Source: an optimization exercise on an open RTL-to-GDS flow (aim: small area). Production flows keep margins and buffers that such runs may drop. The RTL was checked by simulation tests, not by an equivalence proof against the original design. Power figures rest on the tool's default switching activity, not on a simulated workload.

[design/flow/config.mk]
export PLATFORM = sky130hd
export DESIGN_NAME = timerext_core
export DESIGN_NICKNAME = timerext_core
export VERILOG_FILES = /design/flow/design.v
export SDC_FILE = /design/flow/constraint.sdc
export NUM_CORES = 4
export LEC_CHECK = 0
export CAP_MARGIN = 20
export CORE_MARGIN = 2
export CORE_UTILIZATION = 40
export PLACE_DENSITY = 0.6
export SLEW_MARGIN = 20
[design/flow/constraint.sdc]
create_clock -name core_clock -period 12.0 [get_ports {clk}]
set_input_delay 2.4000 -clock core_clock [delete_from_list [all_inputs] [get_ports {clk}]]
set_output_delay 2.4000 -clock core_clock [all_outputs]
set_load 0.01 [all_outputs]
[design/flow/design.v]
module timerext_core #(
    parameter [31:0] BACKDATE = 32'd64
) (
    input  wire        clk,
    input  wire        rst,
    input  wire        tick,
    input  wire        cmd_valid,
    output wire        cmd_ready,
    input  wire [87:0] cmd,
    output reg         rsp_valid,
    output reg  [33:0] rsp,
    output reg         ev_valid,
    output reg  [15:0] ev_word,
    output reg         ev2_valid,
    output reg  [15:0] ev2_word,
    output reg         pin
);
    localparam [31:0] R    = 32'h0001_0000;    
    localparam [31:0] M    = 32'h0000_FFFF;    
    localparam [7:0] OP_ECINIT = 8'h10, OP_ECGET  = 8'h11, OP_ECSET  = 8'h12,
                     OP_ECEXT  = 8'h13, OP_ECEXTP = 8'h14, OP_ECMAX  = 8'h15,
                     OP_ECOVC  = 8'h16, OP_ECOVR  = 8'h17,
                     OP_DASCHO = 8'h20, OP_DASCH  = 8'h21, OP_DACAN  = 8'h22,
                     OP_DAST   = 8'h23, OP_DAAT   = 8'h24, OP_DAOT   = 8'h25,
                     OP_PSSCH  = 8'h30, OP_PSCAN  = 8'h31, OP_PSCANE = 8'h32,
                     OP_PSST   = 8'h33, OP_PSGS   = 8'h34, OP_PSGE   = 8'h35,
                     OP_PSCB   = 8'h36;
    localparam [1:0] ACT_NOTHING = 2'd0, ACT_TOGGLE = 2'd1, ACT_CLEAR = 2'd2, ACT_SET = 2'd3;
    localparam [1:0] DA_IDLE = 2'd0, DA_WAIT = 2'd1, DA_SCHED = 2'd2, DA_MISSED = 2'd3;
    localparam [2:0] PS_IDLE = 3'd0, PS_SSTART = 3'd1, PS_SEND = 3'd2,
                     PS_MSTART = 3'd3, PS_MEND = 3'd4;
    localparam [1:0] CB_NONE = 2'd0, CB_HOST = 2'd1, CB_PSSTART = 2'd2, CB_PSEND = 2'd3;
    localparam [3:0] ST_NONE = 4'd0,
                     ST_S1   = 4'd1,  ST_S2  = 4'd2,  ST_S3  = 4'd3,  ST_S4 = 4'd4,
                     ST_S5   = 4'd5,  ST_S6  = 4'd6,  ST_S7A = 4'd7,  ST_S7B = 4'd8,
                     ST_C1   = 4'd9,  ST_I1  = 4'd10;
    reg [15:0] cnt;
    reg        ovf;
    reg [15:0] cmp;
    reg        mf;
    reg [1:0]  oa;
    reg        ovie;
    reg        cmie;
    reg        gie;
    reg        cs0, cs1;
    reg [31:0] acc;
    reg        ovfcb;
    reg [1:0]  da_state;
    reg [31:0] da_at;
    reg [31:0] da_ot;
    reg [1:0]  da_action;
    reg [1:0]  da_prev;
    reg [1:0]  da_cb;
    reg [7:0]  da_tag;
    reg [2:0]  ps_state;
    reg [31:0] ps_start;
    reg [31:0] ps_end;
    reg        ps_cben;
    reg [3:0]  fg_pc;
    reg [3:0]  isr_pc;
    reg [7:0]  fg_op;
    reg [31:0] fg_a;
    reg [31:0] fg_b;
    reg [1:0]  fg_act;
    reg        fg_cb;
    reg [7:0]  fg_tag;
    reg [31:0] fg_o;
    wire in_isr = (isr_pc != ST_NONE);
    wire [7:0]  c_op   = cmd[7:0];
    wire [1:0]  c_act  = cmd[9:8];
    wire        c_cb   = cmd[10];
    wire [4:0]  c_zero = cmd[15:11];
    wire [7:0]  c_tag  = cmd[23:16];
    wire [31:0] c_a    = cmd[55:24];
    wire [31:0] c_b    = cmd[87:56];
    reg c_legal;
    always @(*) begin
        case (c_op)
            OP_ECINIT:
                c_legal = (c_act == 2'd0) && (c_tag == 8'd0) && (c_a == 32'd0) && (c_b == 32'd0);
            OP_ECGET, OP_ECMAX, OP_ECOVC, OP_ECOVR,
            OP_DACAN, OP_DAST, OP_DAAT, OP_DAOT,
            OP_PSCAN, OP_PSCANE, OP_PSST, OP_PSGS, OP_PSGE:
                c_legal = (c_act == 2'd0) && !c_cb && (c_tag == 8'd0) && (c_a == 32'd0) && (c_b == 32'd0);
            OP_ECSET:
                c_legal = (c_act == 2'd0) && !c_cb && (c_tag == 8'd0) && (c_b == 32'd0);
            OP_ECEXT, OP_ECEXTP:
                c_legal = (c_act == 2'd0) && !c_cb && (c_tag == 8'd0) && (c_b == 32'd0) &&
                          (c_a[31:16] == 16'd0);
            OP_DASCHO:
                c_legal = 1'b1;
            OP_DASCH:
                c_legal = (c_b == 32'd0);
            OP_PSSCH:
                c_legal = (c_act == 2'd0) && !c_cb && (c_tag == 8'd0);
            OP_PSCB:
                c_legal = (c_act == 2'd0) && (c_tag == 8'd0) && (c_a == 32'd0) && (c_b == 32'd0);
            default:
                c_legal = 1'b0;
        endcase
        if (c_zero != 5'd0)
            c_legal = 1'b0;
    end
    wire [31:0] ec_now = acc + {16'd0, cnt} + ((ovf && !cnt[15]) ? R : 32'd0);
    wire [31:0] past_lhs = ec_now - da_ot;
    wire [31:0] past_rhs = da_at - da_ot;
    wire        past_now = (past_lhs > past_rhs);
    wire [31:0] promo_dist = da_at - ec_now;
    wire        promo_ok   = (promo_dist < M);
    wire [31:0] ext_base = acc + {16'd0, c_a[15:0]};
    wire [31:0] ext_fut  = (c_a[15:0] < cnt) ? (ext_base + R) : ext_base;
    wire [31:0] ext_past = (c_a[15:0] > cnt) ? (ext_base - R) : ext_base;
    reg [31:0] sch_t;
    reg [1:0]  sch_a;
    reg [31:0] sch_o;
    reg [1:0]  sch_sel;
    reg [7:0]  sch_tag;
    always @(*) begin
        if (in_isr) begin
            sch_t   = ps_end;
            sch_a   = ACT_CLEAR;
            sch_o   = ps_start;
            sch_sel = CB_PSEND;
            sch_tag = 8'd0;
        end else if (fg_op == OP_PSSCH) begin
            sch_t   = fg_a;
            sch_a   = ACT_SET;
            sch_o   = fg_o;
            sch_sel = CB_PSSTART;
            sch_tag = 8'd0;
        end else begin
            sch_t   = fg_a;
            sch_a   = fg_act;
            sch_o   = (fg_op == OP_DASCHO) ? fg_b : fg_o;
            sch_sel = fg_cb ? CB_HOST : CB_NONE;
            sch_tag = fg_tag;
        end
    end
    wire [15:0] s4_cmp = sch_o[15:0] - 16'd1;    
    wire ovf_pend = ovf && ovie;
    wire cmp_pend = mf && cmie;
    wire irq_ok   = !in_isr && gie && (ovf_pend || cmp_pend);
    assign cmd_ready = !in_isr && !irq_ok && (fg_pc == ST_NONE);
    reg [15:0] n_cnt;
    reg        n_ovf;
    reg [15:0] n_cmp;
    reg        n_mf;
    reg [1:0]  n_oa;
    reg        n_pin;
    reg        n_ovie;
    reg        n_cmie;
    reg        n_gie, n_cs0, n_cs1;
    reg [31:0] n_acc;
    reg        n_ovfcb;
    reg [1:0]  n_da_state;
    reg [31:0] n_da_at;
    reg [31:0] n_da_ot;
    reg [1:0]  n_da_action;
    reg [1:0]  n_da_prev;
    reg [1:0]  n_da_cb;
    reg [7:0]  n_da_tag;
    reg [2:0]  n_ps_state;
    reg [31:0] n_ps_start;
    reg [31:0] n_ps_end;
    reg        n_ps_cben;
    reg [3:0]  n_fg_pc;
    reg [3:0]  n_isr_pc;
    reg [7:0]  n_fg_op;
    reg [31:0] n_fg_a;
    reg [31:0] n_fg_b;
    reg [1:0]  n_fg_act;
    reg        n_fg_cb;
    reg [7:0]  n_fg_tag;
    reg [31:0] n_fg_o;
    reg        n_rsp_valid;
    reg [33:0] n_rsp;
    reg        n_ev_valid;
    reg [15:0] n_ev_word;
    reg        n_ev2_valid;
    reg [15:0] n_ev2_word;
    reg [3:0]  step;        
    reg        sch_ok;      
    reg        cancel_ps;   
    reg [15:0] ev_new;      
    reg        ev_emit;
    reg [2:0]  ps_new;
    reg        ps_emit;
    reg [15:0] tick_cnt;
    function pin_action(input [1:0] act, input cur);
        case (act)
            ACT_TOGGLE: pin_action = !cur;
            ACT_CLEAR:  pin_action = 1'b0;
            ACT_SET:    pin_action = 1'b1;
            default:    pin_action = cur;
        endcase
    endfunction
    always @(*) begin
        n_cnt = cnt;         n_ovf = ovf;           n_cmp = cmp;         n_mf = mf;
        n_oa = oa;           n_pin = pin;           n_ovie = ovie;       n_cmie = cmie;
        n_gie = gie;         n_cs0 = cs0;           n_cs1 = cs1;
        n_acc = acc;         n_ovfcb = ovfcb;
        n_da_state = da_state;   n_da_at = da_at;       n_da_ot = da_ot;
        n_da_action = da_action; n_da_prev = da_prev;   n_da_cb = da_cb;   n_da_tag = da_tag;
        n_ps_state = ps_state;   n_ps_start = ps_start; n_ps_end = ps_end; n_ps_cben = ps_cben;
        n_fg_pc = fg_pc;     n_isr_pc = isr_pc;     n_fg_op = fg_op;
        n_fg_a = fg_a;       n_fg_b = fg_b;         n_fg_act = fg_act;   n_fg_cb = fg_cb;
        n_fg_tag = fg_tag;   n_fg_o = fg_o;
        n_rsp_valid = 1'b0;  n_rsp = rsp;
        n_ev_valid = 1'b0;   n_ev_word = ev_word;
        n_ev2_valid = 1'b0;  n_ev2_word = ev2_word;
        step = ST_NONE;
        sch_ok = 1'b0;
        cancel_ps = 1'b0;
        ev_new = 16'd0;
        ev_emit = 1'b0;
        ps_new = PS_IDLE;
        ps_emit = 1'b0;
        tick_cnt = 16'd0;
        if (in_isr) begin
            step = isr_pc;
        end else if (irq_ok) begin
            if (ovf_pend) begin
                n_ovf = 1'b0;
                n_acc = acc + R;
                if (ovfcb) begin
                    n_ev_valid = 1'b1;
                    n_ev_word  = 16'h0001;
                end
            end else begin
                n_mf = 1'b0;
                n_isr_pc = ST_I1;
            end
        end else if (fg_pc != ST_NONE) begin
            step = fg_pc;
        end else if (cmd_valid) begin
            n_fg_op  = c_op;
            n_fg_a   = c_a;
            n_fg_b   = c_b;
            n_fg_act = c_act;
            n_fg_cb  = c_cb;
            n_fg_tag = c_tag;
            n_rsp_valid = 1'b1;
            n_rsp = 34'd0;
            if (!c_legal) begin
                n_rsp = {32'd0, 2'd1};
            end else begin
                case (c_op)
                    OP_ECINIT: begin
                        n_ovie  = 1'b1;
                        n_ovfcb = c_cb;
                    end
                    OP_ECGET:  n_rsp = {ec_now, 2'd0};
                    OP_ECSET: begin
                        n_cnt = c_a[15:0];
                        n_acc = {c_a[31:16], 16'd0};
                        n_ovf = 1'b0;
                    end
                    OP_ECEXT:  n_rsp = {ext_fut, 2'd0};
                    OP_ECEXTP: n_rsp = {ext_past, 2'd0};
                    OP_ECMAX:  n_rsp = {M, 2'd0};
                    OP_ECOVC:  n_rsp = {16'd0, acc[31:16], 2'd0};
                    OP_ECOVR:  n_acc = 32'd0;
                    OP_DASCHO: begin
                        if (da_state == DA_WAIT || da_state == DA_SCHED)
                            n_cmie = 1'b0;
                        n_fg_pc = ST_S2;
                        n_rsp_valid = 1'b0;
                    end
                    OP_DASCH: begin
                        n_fg_o  = ec_now - BACKDATE;
                        n_fg_pc = ST_S1;
                        n_rsp_valid = 1'b0;
                    end
                    OP_PSSCH: begin
                        n_cs1 = n_cs0;  n_cs0 = n_gie;  n_gie = 1'b0;
                        n_fg_o  = ec_now - BACKDATE;
                        n_fg_pc = ST_S1;
                        n_rsp_valid = 1'b0;
                    end
                    OP_DACAN, OP_PSCAN, OP_PSCANE: begin
                        cancel_ps = (c_op != OP_DACAN);
                        if (c_op == OP_PSCAN && ps_state != PS_SSTART ||
                            c_op == OP_PSCANE && ps_state != PS_SEND) begin
                            n_rsp = 34'd0;
                        end else begin
                            if (cancel_ps) begin
                                n_cs1 = n_cs0;  n_cs0 = n_gie;  n_gie = 1'b0;
                            end
                            n_cs1 = n_cs0;  n_cs0 = n_gie;  n_gie = 1'b0;
                            if (da_state == DA_WAIT) begin
                                n_cmie = 1'b0;
                                n_oa = da_prev;
                                n_da_state = DA_IDLE;
                                n_gie = n_cs0;  n_cs0 = n_cs1;  n_cs1 = 1'b1;
                                sch_ok = 1'b1;
                            end else if (da_state == DA_SCHED) begin
                                n_cmp = cnt - 16'd1;
                                n_fg_pc = ST_C1;
                                n_rsp_valid = 1'b0;
                            end else begin
                                n_gie = n_cs0;  n_cs0 = n_cs1;  n_cs1 = 1'b1;
                                sch_ok = 1'b0;
                            end
                            if (n_fg_pc == ST_NONE) begin
                                if (cancel_ps) begin
                                    if (sch_ok) begin
                                        ps_new = PS_IDLE;
                                        ps_emit = 1'b1;
                                    end
                                    n_gie = n_cs0;  n_cs0 = n_cs1;  n_cs1 = 1'b1;
                                end
                                n_rsp = {31'd0, sch_ok, 2'd0};
                            end
                        end
                    end
                    OP_DAST:  n_rsp = {30'd0, da_state, 2'd0};
                    OP_DAAT:  n_rsp = {da_at, 2'd0};
                    OP_DAOT:  n_rsp = {da_ot, 2'd0};
                    OP_PSST:  n_rsp = {29'd0, ps_state, 2'd0};
                    OP_PSGS:  n_rsp = {ps_start, 2'd0};
                    OP_PSGE:  n_rsp = {ps_end, 2'd0};
                    OP_PSCB:  n_ps_cben = c_cb;
                    default:  n_rsp = {32'd0, 2'd1};
                endcase
            end
        end
        case (step)
            ST_I1: begin
                n_isr_pc = ST_NONE;
                if (da_state == DA_IDLE || da_state == DA_MISSED) begin
                    n_cmie = 1'b0;
                end else if (past_now) begin
                    n_cmie = 1'b0;
                    n_da_state = (da_state == DA_SCHED) ? DA_IDLE : DA_MISSED;
                    case (da_cb)
                        CB_HOST: begin
                            ev_new  = {da_tag, 3'd0, 1'b0, n_da_state, 2'd2};
                            ev_emit = 1'b1;
                        end
                        CB_PSSTART: begin
                            if (n_da_state == DA_IDLE) begin
                                n_isr_pc = ST_S2;
                            end else begin
                                ps_new  = PS_MSTART;
                                ps_emit = 1'b1;
                            end
                        end
                        CB_PSEND: begin
                            ps_new  = (n_da_state == DA_IDLE) ? PS_IDLE : PS_MEND;
                            ps_emit = 1'b1;
                        end
                        default: ;
                    endcase
                end else if (promo_ok) begin
                    n_oa = da_action;
                    n_da_state = DA_SCHED;
                end
            end
            ST_S1: begin
                if (da_state == DA_WAIT || da_state == DA_SCHED)
                    n_cmie = 1'b0;
                n_fg_pc = ST_S2;
            end
            ST_S2: begin
                n_da_prev = oa;
                if (in_isr) n_isr_pc = ST_S3; else n_fg_pc = ST_S3;
            end
            ST_S3: begin
                n_da_action = sch_a;
                n_da_at     = sch_t;
                n_da_ot     = sch_o;
                n_da_cb     = sch_sel;
                n_da_tag    = sch_tag;
                n_da_state  = DA_WAIT;
                if (in_isr) n_isr_pc = ST_S4; else n_fg_pc = ST_S4;
            end
            ST_S4: begin
                n_cmp = s4_cmp;
                if (s4_cmp == cnt)
                    n_pin = pin_action(oa, pin);
                n_mf = 1'b0;
                if (in_isr) n_isr_pc = ST_S5; else n_fg_pc = ST_S5;
            end
            ST_S5: begin
                n_cmie = 1'b1;
                if (in_isr) n_isr_pc = ST_S6; else n_fg_pc = ST_S6;
            end
            ST_S6: begin
                if (promo_ok) begin
                    n_oa = da_action;
                    n_da_state = DA_SCHED;
                end
                if (in_isr) n_isr_pc = ST_S7A; else n_fg_pc = ST_S7A;
            end
            ST_S7A: begin
                n_cs1 = n_cs0;  n_cs0 = n_gie;  n_gie = 1'b0;
                n_cmp = sch_t[15:0];
                if (sch_t[15:0] == cnt) begin
                    n_mf  = 1'b1;
                    n_pin = pin_action(oa, pin);
                end
                if (in_isr) n_isr_pc = ST_S7B; else n_fg_pc = ST_S7B;
            end
            ST_S7B: begin
                if (past_now && !mf) begin
                    n_oa = da_prev;
                    n_cmie = 1'b0;
                    n_da_state = DA_MISSED;
                    case (da_cb)
                        CB_HOST: begin
                            ev_new  = {da_tag, 3'd0, 1'b0, DA_MISSED, 2'd2};
                            ev_emit = 1'b1;
                        end
                        CB_PSSTART: begin
                            ps_new  = PS_MSTART;
                            ps_emit = 1'b1;
                        end
                        CB_PSEND: begin
                            ps_new  = PS_MEND;
                            ps_emit = 1'b1;
                        end
                        default: ;
                    endcase
                    sch_ok = 1'b0;
                end else begin
                    sch_ok = 1'b1;
                end
                n_gie = n_cs0;  n_cs0 = n_cs1;  n_cs1 = 1'b1;
                if (in_isr) begin
                    if (ps_emit && ps_cben) begin
                        n_ev_valid = 1'b1;
                        n_ev_word  = {11'd0, ps_new, 2'd3};
                    end
                    ps_new  = sch_ok ? PS_SEND : PS_MEND;
                    ps_emit = 1'b1;
                    n_isr_pc = ST_NONE;
                end else begin
                    if (fg_op == OP_PSSCH) begin
                        if (ps_emit && ps_cben) begin
                            n_ev_valid = 1'b1;
                            n_ev_word  = {11'd0, ps_new, 2'd3};
                        end
                        if (sch_ok) begin
                            n_ps_start = fg_a;
                            n_ps_end   = fg_b;
                        end
                        ps_new  = sch_ok ? PS_SSTART : PS_MSTART;
                        ps_emit = 1'b1;
                        n_gie = n_cs0;  n_cs0 = n_cs1;  n_cs1 = 1'b1;
                    end
                    n_rsp_valid = 1'b1;
                    n_rsp = {31'd0, sch_ok, 2'd0};
                    n_fg_pc = ST_NONE;
                end
            end
            ST_C1: begin
                n_cmie = 1'b0;
                n_oa = da_prev;
                if (!mf)
                    n_da_state = DA_IDLE;
                sch_ok = !mf;
                n_gie = n_cs0;  n_cs0 = n_cs1;  n_cs1 = 1'b1;
                if (fg_op != OP_DACAN) begin
                    if (sch_ok) begin
                        ps_new  = PS_IDLE;
                        ps_emit = 1'b1;
                    end
                    n_gie = n_cs0;  n_cs0 = n_cs1;  n_cs1 = 1'b1;
                end
                n_rsp_valid = 1'b1;
                n_rsp = {31'd0, sch_ok, 2'd0};
                n_fg_pc = ST_NONE;
            end
            default: ;
        endcase
        if (ev_emit) begin
            n_ev_valid = 1'b1;
            n_ev_word  = ev_new;
        end
        if (ps_emit) begin
            n_ps_state = ps_new;
            if (ps_cben) begin
                if (n_ev_valid) begin
                    n_ev2_valid = 1'b1;
                    n_ev2_word  = {11'd0, ps_new, 2'd3};
                end else begin
                    n_ev_valid = 1'b1;
                    n_ev_word  = {11'd0, ps_new, 2'd3};
                end
            end
        end
        if (tick) begin
            tick_cnt = n_cnt + 16'd1;
            n_cnt = tick_cnt;
            if (tick_cnt == 16'd0)
                n_ovf = 1'b1;
            if (tick_cnt == n_cmp) begin
                n_mf  = 1'b1;
                n_pin = pin_action(n_oa, n_pin);
            end
        end
    end
    always @(posedge clk) begin
        if (rst) begin
            cnt <= 16'd0;  ovf <= 1'b0;  cmp <= 16'd0;  mf <= 1'b0;
            oa <= ACT_NOTHING;  pin <= 1'b0;  ovie <= 1'b0;  cmie <= 1'b0;
            gie <= 1'b1;  cs0 <= 1'b1;  cs1 <= 1'b1;
            acc <= 32'd0;  ovfcb <= 1'b0;
            da_state <= DA_IDLE;  da_at <= 32'd0;  da_ot <= 32'd0;
            da_action <= ACT_NOTHING;  da_prev <= ACT_NOTHING;
            da_cb <= CB_NONE;  da_tag <= 8'd0;
            ps_state <= PS_IDLE;  ps_start <= 32'd0;  ps_end <= 32'd0;  ps_cben <= 1'b0;
            fg_pc <= ST_NONE;  isr_pc <= ST_NONE;  fg_op <= 8'd0;
            fg_a <= 32'd0;  fg_b <= 32'd0;  fg_act <= 2'd0;  fg_cb <= 1'b0;
            fg_tag <= 8'd0;  fg_o <= 32'd0;
            rsp_valid <= 1'b0;  rsp <= 34'd0;
            ev_valid <= 1'b0;  ev_word <= 16'd0;
            ev2_valid <= 1'b0;  ev2_word <= 16'd0;
        end else begin
            cnt <= n_cnt;  ovf <= n_ovf;  cmp <= n_cmp;  mf <= n_mf;
            oa <= n_oa;  pin <= n_pin;  ovie <= n_ovie;  cmie <= n_cmie;
            gie <= n_gie;  cs0 <= n_cs0;  cs1 <= n_cs1;
            acc <= n_acc;  ovfcb <= n_ovfcb;
            da_state <= n_da_state;  da_at <= n_da_at;  da_ot <= n_da_ot;
            da_action <= n_da_action;  da_prev <= n_da_prev;
            da_cb <= n_da_cb;  da_tag <= n_da_tag;
            ps_state <= n_ps_state;  ps_start <= n_ps_start;  ps_end <= n_ps_end;
            ps_cben <= n_ps_cben;
            fg_pc <= n_fg_pc;  isr_pc <= n_isr_pc;  fg_op <= n_fg_op;
            fg_a <= n_fg_a;  fg_b <= n_fg_b;  fg_act <= n_fg_act;  fg_cb <= n_fg_cb;
            fg_tag <= n_fg_tag;  fg_o <= n_fg_o;
            rsp_valid <= n_rsp_valid;  rsp <= n_rsp;
            ev_valid <= n_ev_valid;  ev_word <= n_ev_word;
            ev2_valid <= n_ev2_valid;  ev2_word <= n_ev2_word;
        end
    end
endmodule
[design/flow/run.sh]
#!/bin/bash
# synth_recipe.tcl (not shown) runs the flow's synth.tcl, then flattens the netlist and writes it again
# the make line also repeats each setting of config.mk as NAME=value (left out here)
make -C /OpenROAD-flow-scripts/flow DESIGN_CONFIG=/design/flow/config.mk WORK_HOME=/design/flow/orfs CLKGATE_MAP_FILE= SYNTH_SCRIPT=/design/flow/synth_recipe.tcl finish
==> results.sh <==
export IMPL_routedWlPerCell_um=24.2
export IMPL_worst_margin_pin_slew_ns=1.11
export IMPL_grtUsageTotal_pct=31.0
export IMPL_timing_critical_path_arrival_ns=10.54
export IMPL_maximum_ir_drop_on_the_vdd_rail_mv=0.178
export IMPL_grt_max_degree=98
export IMPL_antenna_found_initial=1
export IMPL_clk_pin_slew_ns=0.06
export IMPL_final_setup_viol_count=0
export IMPL_synth_sequential_area_ratio_pct=27.5
export IMPL_synth_most_common_cell="nand2_1"
export IMPL_setup_worst_path_end_class="flip-flop"
export IMPL_number_of_enable_type_register_cells_in_the_synthesized_netlist=0
export IMPL_synth_top_cells_by_count="nand2_1, a21oi_1, dfxtp_1, nor2_1, clkbuf_1"
export IMPL_synth_seq_cells=387
export IMPL_hpwl_mm=85.9
export IMPL_synth_compound_area_share_pct=24.8
export IMPL_cts_max_level=2
export IMPL_hold_slack_ns=0.448
export IMPL_outcome="complete, no violations"
export IMPL_relSlewSlack_pct=23.9
export IMPL_p_leak_nw=11.6
export IMPL_finish_net_count=4130
export IMPL_route_vias_total=29700
export IMPL_drive_above_1_share_pct=5.56
export IMPL_core_area_um2=69900
export IMPL_fmax_ghz=0.100
export IMPL_hold_violations=0
export IMPL_remaining_drc_errors=0
export IMPL_grt_setup_unrepaired="no"
export IMPL_multiplexer_share_of_the_synthesized_area_pct=2.27
export IMPL_post_synth_top_area_fraction_pct=27.5
export IMPL_ctsLongestPathBuffers=3
export IMPL_grt_first_pass_wirelength_mm=175
export IMPL_synth_flop_cell="dfxtp_1"
export IMPL_dr_first_iter_drc_count=3438
export IMPL_post_synth_main_area_contributors="dfxtp_1, nand2_1, a21oi_1, ha_1, xnor2_1"
export IMPL_rows=97
export IMPL_tritoncts_num_sinks=387
export IMPL_gr_total_overflow=0
export IMPL_critPathRequiredTime_ns=12.54
export IMPL_cells_after_synth=3897
export IMPL_drt_antenna_violating_nets=0
export IMPL_final_max_slew_violation_count=0
export IMPL_cts_buffers=47
export IMPL_synth_warning_count=1
export IMPL_clock_skew_ns=0.0257
export IMPL_postSynthAreaPerCell_um2=7.23
export IMPL_placement_io_buffers=151
export IMPL_post_cts_resized_instances=0
export IMPL_post_synth_instance_area_um2=28200
export IMPL_setup_tns_final_ns=0
export IMPL_cpPeakStageDelay_ns=0.95
export IMPL_worstSetupStartpointType="flip-flop"
export IMPL_synth_xor_area_share_pct=6.80
export IMPL_finalWeightedCongestion=0.987
export IMPL_netlist_cell_type_count=102
export IMPL_criticalPathCategory="reg2reg"
export IMPL_drt_pass1_iterations=6
export IMPL_tritoncts="built"
export IMPL_maxCapViolCount=0
export IMPL_timing_hold_worst_class="reg2reg"
export IMPL_syn2layout_area_growth_pct=13.4
export IMPL_drt_wl_total_mm=117
export IMPL_slowest_stage="a2111oi_0"
export IMPL_cts_root_buffer="clkbuf_16"
export IMPL_synthDominantAreaCellType="dfxtp_1"
export IMPL_synth_simple_gate_area_share_pct=25.8
export IMPL_via_cell_ratio=6.11
export IMPL_timing_final_crit_share_pct=83.3
export IMPL_synth_async_reset_ratio_pct=0
export IMPL_post_route_min_period_ns=10.0
export IMPL_io_pins=163
export IMPL_clock_latency_ns=0.62
export IMPL_synth_fa_ha_area_share_pct=6.95
export IMPL_cts_hold_buffers_added=0
export IMPL_critical_path_max_fanout=10
export IMPL_chipWidth_um=269
export IMPL_power_per_cell_area_nw_per_um2=185
export IMPL_via_count_of_the_first_global_routing_pass=27400
export IMPL_die_area_um2=72600
export IMPL_initial_utilization_pct=40.3
export IMPL_synth_top_family_by_area="simple AND/OR/NAND/NOR gates"
export IMPL_chipHeight_um=269
export IMPL_post_cts_setup_bufs=0
export IMPL_final_core_util_pct=45.7
## final timing paths
kind	cells after the start	slack (ns)	to	from
max reg2reg	28	2.00	ev_word[8]	cnt[15]
min	2	0.45	da_action[1]	fg_act[1]
min reg2reg	2	0.45	da_action[1]	fg_act[1]
max	28	2.00	ev_word[8]	cnt[15]
## worst max-delay path: cells and delay by family (launching register included)
kind / cells / cell delay, ns
simple gates: 10 / 2.76
xor+xnor: 1 / 0.85
fa+ha+maj: 3 / 0.95
compound gates: 13 / 4.32
flops: 1 / 0.52
buf+inv: 1 / 0.52
## area by class of cell
cell class / count / area [µm²]
diodes: 1 / 2.50
clock buffers: 64 / 1320
clock inverters: 22 / 328
fillers: 7217 / 38000
inverters: 140 / 526
multi-input cells: 3100 / 18900
flip-flops and latches: 387 / 7750
well taps: 940 / 1180
repair buffers: 208 / 1940
## layer usage
metal	up-vias	global-route usage (%)	share of wire [%]
li1	13900	-	-
met1	14000	42.3	42
met2	1563	47.6	43
met3	254	6.52	10
met4	0	12.5	4.5
met5	-	0	0
## state kept, by name (all words and copies together) (netlist names), 32 cells and up
signal and count:
fg_a 32, fg_b 32, ps_end 32, da_ot 32
rsp 34, ps_start 32, fg_o 32, da_at 32
## placed cells by master (no fill, tap or decap), drive strengths merged, types with 14 or more instances in the layout
master         netlist  layout
nand2              712     712
a21oi              432     432
dfxtp              387     387
nor2               331     331
xnor2              169     169
ha                 151     151
clkdlybuf4s50        0     150
inv                133     136
nand3              135     135
o21ai              115     115
nor3                81      81
clkbuf             241      64
a22oi               62      62
buf                 39      58
a211oi              52      52
nor4                51      51
xor2                49      49
nand4               47      47
mux2i               46      46
o211ai              45      45
a21o                43      43
and3                42      42
nor2b               32      32
o21a                29      29
nand2b              28      28
a31oi               28      28
or3                 25      25
and2                24      24
a311oi              22      22
o22ai               19      19
a222oi              19      19
a221oi              19      19
o31ai               17      17
a22o                17      17
a221o               17      17
or4                 17      17
mux2                16      16
o2111ai             14      14
## power by group
group | switching [W] | total [W] | internal [W]
registers | 0.000127 | 0.00153 | 0.00140
clock network | 0.000633 | 0.00154 | 0.000908
logic | 0.00174 | 0.00284 | 0.00110
## stage by stage
stage / instance area, µm² / instances / setup slack [ns] / power (W)
after floorplan: 28200 / 3907 / 4.72 / 0.00351
after detailed placement: 30300 / 4775 / 2.30 / 0.00432
final: 31900 / 4862 / 2.00 / 0.00590
after CTS: 31900 / 4861 / 2.27 / 0.00585
after global routing: 31900 / 4861 / 1.50 / 0.00624
after global placement: 30300 / 4775 / 2.40 / 0.00431
## cells by family (layout without fill, tap and decap cells)
| group | after synthesis | count (layout) |
|---|---|---|
| fa+ha+maj | 155 | 155 |
| compound gates | 1065 | 1065 |
| buf+inv | 420 | 434 |
| simple gates | 1589 | 1589 |
| other cells | 1 | 12 |
| flops | 387 | 387 |
| mux | 62 | 62 |
| xor+xnor | 218 | 218 |

[afterwards: timing with drivers on the ports]
The flow's constraints put no driver on any port. The routed layout listed below was extracted and timed again, unchanged, in two steps. Step 1: set_driving_cell puts a clkbuf_16 on clk and a buf_2 on each other input, an assumption about the parent block. Step 2 moves the port delays by t, midway between the first and last clock arrival at a register: inputs arrive t later, outputs are due t later. That takes back most of the time a late clock gives input paths. Slacks: ideal ports / drivers / drivers and shift; pairs: ideal ports / drivers.
t (ns): 0.671
setup WS [ns]: 2.003 / 2.003 / 2.003
worst register clock-pin slew, ns: 0.07 / 0.07
After both steps setup and hold are still met in this run. The setup slack of this run moves by 0.000 ns with the drivers and by 0.000 ns with both steps.
